Background: an optimization exercise with open tools, aiming at small area, a short achievable clock period and few clock cycles. Do not read the settings as production practice.
Function was checked by simulation only, so behaviour that the tests miss may differ from the original.

==> trial 14 <==
## fec_engine
module fec_engine (
    input  wire        clk,
    input  wire        rst,
    input  wire        cfg_valid,
    output wire        cfg_ready,
    input  wire [9:0]  cfg_k,
    input  wire [11:0] cfg_len,
    output reg  [5:0]  stat_p,
    output reg         stat_m16,
    output reg         stat_unavail,
    input  wire        in_valid,
    output wire        in_ready,
    input  wire [15:0] in_sym,
    output wire        out_valid,
    input  wire        out_ready,
    output wire [15:0] out_sym
);
==> flow/config.mk <==
export PLATFORM = sky130hd
export DESIGN_NAME = fec_engine
export DESIGN_NICKNAME = fec_engine
export VERILOG_FILES = /design/flow/design.v
export SDC_FILE = /design/flow/constraint.sdc
export NUM_CORES = 4
export LEC_CHECK = 0
export CAP_MARGIN = 20
export CORE_MARGIN = 2
export CORE_UTILIZATION = 60
export PLACE_DENSITY = 0.7
export SETUP_SLACK_MARGIN = 5
export SLEW_MARGIN = 20
==> flow/constraint.sdc <==
create_clock -name core_clock -period 10.0 [get_ports {clk}]
set_input_delay 2.0000 -clock core_clock [delete_from_list [all_inputs] [get_ports {clk}]]
set_output_delay 2.0000 -clock core_clock [all_outputs]
set_load 0.01 [all_outputs]
run.sh (not shown) runs the stock make flow with config.mk's settings and CLKGATE_MAP_FILE= SYNTH_SCRIPT=/design/flow/synth_recipe.tcl, a recipe that flattens the netlist after the stock synthesis.
==> inputs of build 97, as changes to trial 14 <==
--- a/flow/design.v
+++ b/flow/design.v
@@ -30,22 +30,22 @@
             t8[6] = x[1] ^ x[2] ^ x[3] ^ x[4] ^ x[6];
             t8[7] = x[5];
         end
     endfunction
     function [15:0] t16;
         input [15:0] x;
         begin
-            t16[0] = x[0] ^ x[1] ^ x[2] ^ x[4] ^ x[5] ^ x[7] ^ x[9] ^ x[10] ^ x[13] ^ x[14];
-            t16[1] = x[8] ^ x[9] ^ x[11];
-            t16[2] = x[4] ^ x[6] ^ x[10];
-            t16[3] = x[1] ^ x[2] ^ x[4] ^ x[5] ^ x[7] ^ x[8] ^ x[10] ^ x[11] ^ x[12] ^ x[13] ^ x[14];
-            t16[4] = x[1] ^ x[2] ^ x[4] ^ x[7] ^ x[8] ^ x[11] ^ x[13] ^ x[14];
-            t16[5] = x[2] ^ x[3] ^ x[4] ^ x[6] ^ x[13];
-            t16[6] = x[5] ^ x[9] ^ x[10] ^ x[14];
-            t16[7] = x[6] ^ x[8] ^ x[11] ^ x[14];
+            t16[0] = x[0] ^ x[3] ^ x[4] ^ x[6] ^ x[7] ^ x[13] ^ x[14];
+            t16[1] = x[1] ^ x[2] ^ x[4] ^ x[5] ^ x[6] ^ x[8] ^ x[9] ^ x[11] ^ x[14];
+            t16[2] = x[1] ^ x[5] ^ x[6] ^ x[11] ^ x[12] ^ x[13];
+            t16[3] = x[3] ^ x[4] ^ x[9] ^ x[15];
+            t16[4] = x[1] ^ x[4] ^ x[6] ^ x[7] ^ x[8] ^ x[9] ^ x[10] ^ x[11] ^ x[14] ^ x[15];
+            t16[5] = x[3] ^ x[4] ^ x[5] ^ x[10] ^ x[12] ^ x[14];
+            t16[6] = x[3] ^ x[4] ^ x[6] ^ x[7] ^ x[8] ^ x[10] ^ x[15];
+            t16[7] = x[1] ^ x[2] ^ x[4] ^ x[5] ^ x[8] ^ x[9] ^ x[10];
             t16[8] = x[2] ^ x[5] ^ x[7] ^ x[8] ^ x[11] ^ x[12] ^ x[13] ^ x[14] ^ x[15];
             t16[9] = x[1] ^ x[2] ^ x[3] ^ x[5] ^ x[7] ^ x[8] ^ x[12] ^ x[13] ^ x[14] ^ x[15];
             t16[10] = x[3] ^ x[4] ^ x[5] ^ x[6] ^ x[7] ^ x[8] ^ x[11] ^ x[12] ^ x[13] ^ x[15];
             t16[11] = x[2] ^ x[7] ^ x[8] ^ x[10] ^ x[13];
             t16[12] = x[1] ^ x[2] ^ x[4] ^ x[7] ^ x[8] ^ x[10] ^ x[14] ^ x[15];
             t16[13] = x[9] ^ x[10] ^ x[11];
             t16[14] = x[5] ^ x[9] ^ x[10];
@@ -64,30 +64,30 @@
             i8[6] = x[1] ^ x[5] ^ x[6];
             i8[7] = x[1] ^ x[2] ^ x[7];
         end
     endfunction
     function [15:0] i16;
         input [15:0] x;
         begin
-            i16[0] = x[0] ^ x[1] ^ x[12] ^ x[13] ^ x[14] ^ x[15];
-            i16[1] = x[1] ^ x[2] ^ x[3] ^ x[4] ^ x[5] ^ x[7] ^ x[10] ^ x[12] ^ x[13];
-            i16[2] = x[1] ^ x[3] ^ x[5] ^ x[6] ^ x[7] ^ x[9] ^ x[13] ^ x[14] ^ x[15];
-            i16[3] = x[1] ^ x[2] ^ x[7] ^ x[8] ^ x[9] ^ x[11] ^ x[12] ^ x[13] ^ x[15];
-            i16[4] = x[1] ^ x[2] ^ x[3] ^ x[4] ^ x[5] ^ x[6] ^ x[7] ^ x[10] ^ x[11] ^ x[13] ^ x[14] ^ x[15];
-            i16[5] = x[3] ^ x[4] ^ x[5] ^ x[10] ^ x[11] ^ x[13] ^ x[14] ^ x[15];
-            i16[6] = x[1] ^ x[4] ^ x[6] ^ x[7] ^ x[12] ^ x[13] ^ x[14] ^ x[15];
-            i16[7] = x[3] ^ x[7] ^ x[8] ^ x[9] ^ x[10] ^ x[11] ^ x[15];
-            i16[8] = x[1] ^ x[3] ^ x[5] ^ x[10] ^ x[11] ^ x[12] ^ x[13];
-            i16[9] = x[4] ^ x[12] ^ x[13] ^ x[15];
-            i16[10] = x[3] ^ x[5] ^ x[10] ^ x[11] ^ x[12];
-            i16[11] = x[3] ^ x[4] ^ x[5] ^ x[10] ^ x[11] ^ x[15];
-            i16[12] = x[3] ^ x[12] ^ x[13] ^ x[14] ^ x[15];
-            i16[13] = x[5] ^ x[6] ^ x[8] ^ x[10] ^ x[14];
-            i16[14] = x[6] ^ x[14];
-            i16[15] = x[5] ^ x[6] ^ x[8] ^ x[10] ^ x[14] ^ x[15];
+            i16[0] = x[0] ^ x[1] ^ x[8] ^ x[9] ^ x[11] ^ x[14];
+            i16[1] = x[1] ^ x[2] ^ x[3] ^ x[4] ^ x[5] ^ x[7] ^ x[9] ^ x[10] ^ x[11];
+            i16[2] = x[1] ^ x[3] ^ x[5] ^ x[6] ^ x[7] ^ x[9] ^ x[11] ^ x[12] ^ x[13];
+            i16[3] = x[1] ^ x[2] ^ x[7] ^ x[9] ^ x[11] ^ x[15];
+            i16[4] = x[1] ^ x[2] ^ x[3] ^ x[4] ^ x[5] ^ x[6] ^ x[7] ^ x[8] ^ x[9] ^ x[11] ^ x[12];
+            i16[5] = x[3] ^ x[4] ^ x[5] ^ x[8] ^ x[9] ^ x[10] ^ x[13] ^ x[14] ^ x[15];
+            i16[6] = x[1] ^ x[4] ^ x[6] ^ x[7] ^ x[8] ^ x[9] ^ x[13];
+            i16[7] = x[3] ^ x[7] ^ x[8] ^ x[9] ^ x[11] ^ x[13] ^ x[14] ^ x[15];
+            i16[8] = x[1] ^ x[3] ^ x[5] ^ x[8] ^ x[9] ^ x[10] ^ x[11] ^ x[13] ^ x[14];
+            i16[9] = x[4] ^ x[9] ^ x[10] ^ x[11] ^ x[15];
+            i16[10] = x[3] ^ x[5] ^ x[8] ^ x[11] ^ x[13];
+            i16[11] = x[3] ^ x[4] ^ x[5] ^ x[8] ^ x[9] ^ x[10] ^ x[15];
+            i16[12] = x[3] ^ x[9] ^ x[12] ^ x[14] ^ x[15];
+            i16[13] = x[5] ^ x[6] ^ x[8] ^ x[9] ^ x[10] ^ x[11] ^ x[12] ^ x[15];
+            i16[14] = x[6] ^ x[8] ^ x[10] ^ x[11] ^ x[15];
+            i16[15] = x[5] ^ x[6] ^ x[8] ^ x[9] ^ x[10] ^ x[11] ^ x[12];
         end
     endfunction
     function [7:0] sq3;
         input [7:0] x;
         begin
             sq3[0] = x[0] ^ x[1] ^ x[2] ^ x[6] ^ x[7];
             sq3[1] = x[1] ^ x[2] ^ x[3] ^ x[7];
@@ -98,35 +98,35 @@
             sq3[6] = x[6] ^ x[7];
             sq3[7] = x[7];
         end
     endfunction
     function [7:0] musq3;
         input [7:0] x;
         begin
-            musq3[0] = x[5] ^ x[6];
-            musq3[1] = x[4] ^ x[6] ^ x[7];
-            musq3[2] = x[4] ^ x[6];
-            musq3[3] = x[4] ^ x[5] ^ x[6] ^ x[7];
-            musq3[4] = x[2] ^ x[3] ^ x[5] ^ x[7];
-            musq3[5] = x[3] ^ x[4] ^ x[6];
-            musq3[6] = x[1] ^ x[2] ^ x[4] ^ x[5];
-            musq3[7] = x[0] ^ x[2] ^ x[3] ^ x[5];
+            musq3[0] = x[1];
+            musq3[1] = x[0];
+            musq3[2] = x[1] ^ x[2] ^ x[3];
+            musq3[3] = x[0] ^ x[3];
+            musq3[4] = x[1] ^ x[5] ^ x[6] ^ x[7];
+            musq3[5] = x[0] ^ x[4] ^ x[7];
+            musq3[6] = x[1] ^ x[2] ^ x[3] ^ x[7];
+            musq3[7] = x[0] ^ x[3] ^ x[6];
         end
     endfunction
     function [7:0] mu3;
         input [7:0] x;
         begin
-            mu3[0] = x[5] ^ x[7];
-            mu3[1] = x[4] ^ x[5] ^ x[6] ^ x[7];
-            mu3[2] = x[4] ^ x[5] ^ x[6];
-            mu3[3] = x[4] ^ x[7];
-            mu3[4] = x[2] ^ x[6];
-            mu3[5] = x[3] ^ x[7];
-            mu3[6] = x[1] ^ x[3] ^ x[5] ^ x[7];
-            mu3[7] = x[0] ^ x[1] ^ x[2] ^ x[3] ^ x[4] ^ x[5] ^ x[6] ^ x[7];
+            mu3[0] = x[1] ^ x[2] ^ x[5];
+            mu3[1] = x[0] ^ x[1] ^ x[3] ^ x[4] ^ x[5];
+            mu3[2] = x[1] ^ x[7];
+            mu3[3] = x[0] ^ x[1] ^ x[6] ^ x[7];
+            mu3[4] = x[1] ^ x[2];
+            mu3[5] = x[0] ^ x[1] ^ x[3];
+            mu3[6] = x[1];
+            mu3[7] = x[0] ^ x[1];
         end
     endfunction
     function [15:0] tm;
         input [15:0] x;
         input        w16;
         begin
             tm = w16 ? t16(x) : {8'd0, t8(x[7:0])};
Settings changed: CTS_BUF_LIST from default to sky130_fd_sc_hd__clkbuf_8.
==> results.txt <==
Outcome:
- The run finished with no timing, DRC or antenna violations.

Synth:
- Sequential cells were found to cover between 20% and 30% of the synthesized design area.
- The average cell area after synthesis is between 8 and 9 µm².

Worst setup path:
- The worst register-to-register path begins at s_t2[6].
- The highest-delay cell along the critical path is buf_4.

Detailed routing:
- The count of TritonRoute iterations in the first routing pass is 12.

Global routing:
- Entering global routing, the biggest net connects ~230 pins.
- For this run, global-route usage on met1 was measured as about half.
- The first global-routing pass estimated around 650000 µm of wire.

Placed design:
- The routability-driven placement congestion ratio is 1.04.

Final layout:
- The fraction of standard cell area in multi-input logic is a little over three fifths.
[end of results for build 97]
==> results.txt <==
Outcome:
- The run finished with no timing, DRC or antenna violations.

Synth:
- The portion of synthesized area spent on multiplexers is a little under 5%.
- Sequential elements use between 20% and 30% of the synthesized area.
- Each instance of the synthesized netlist takes up on average ~8.4 µm².

Worst setup path:
- The worst setup path is launched from a flip-flop.
- Traced cell by cell, the critical path runs through buf_4 -> xnor2_1 -> nand2_2 -> o21ai_0 -> xnor2_1 -> nor2b_1 -> xnor2_1 -> o21ai_0 -> xnor2_1 -> xnor2_1 -> xnor2_1 -> xor2_1 -> xnor2_1.
- On the critical path, the stage with the largest delay is an instance of nand2_2.
- The worst setup path is of the flip-flop to flip-flop kind.
- The startpoint identified for the worst register-to-register timing path is s_t2[14].
- The launch point of the worst path is s_t2[14].

Global routing:
- The pin count of the biggest net entering global routing is ~200.
- The met1 track demand over resource is between 50% and 60%.
- The first global-routing pass estimated around 660000 µm of wire.

Detailed routing:
- The count of TritonRoute iterations in the first routing pass is 8.

Placed design:
- The congestion estimate from routability-driven global placement came to between 1 and 1.5.

Final layout:
- Across the whole layout, multi-input logic makes up 62.7% of the cell area.
- The register with the most flip-flops in the layout has between 600 and 700 of them.

STA:
- For the pin with the worst max-slew slack, the measured transition is 1.25 ns.
[end of results for trial 14]
Testbench counts of trial 14, summed over its fixed seeds: cycles 47,564.
Testbench counts of build 97, summed over its fixed seeds: cycles 47,564.

-- static timing again, ports no longer ideal --
The flow's constraints put no driver on any port. The routed layouts listed below were extracted and timed again, unchanged, in two steps. Step 1 sets driving cells, clkbuf_16 on the clock port and buf_2 on the other inputs (assumed; they add their load-dependent delay and slew). Step 2 moves the port delays by t, midway between the first and last clock arrival at a register: inputs arrive t later, outputs are due t later. That takes back most of the time a late clock gives input paths. Three values: ideal ports, drivers, drivers and shift; two values: the first two.
| run | t (ns) | setup slack, ns | latest minus earliest clock arrival (ns) |
|---|---|---|---|
| trial 14 | 0.964 | 4.923 / 4.923 / 4.294 | 0.114 / 0.114 |
| build 97 | 1.119 | 4.902 / 4.902 / 4.303 | 0.097 / 0.098 |
After both steps every run listed still meets setup and hold. For trial 14, which loses most, drivers alone change the setup slack by 0.000 ns; drivers and shift together by -0.629 ns.
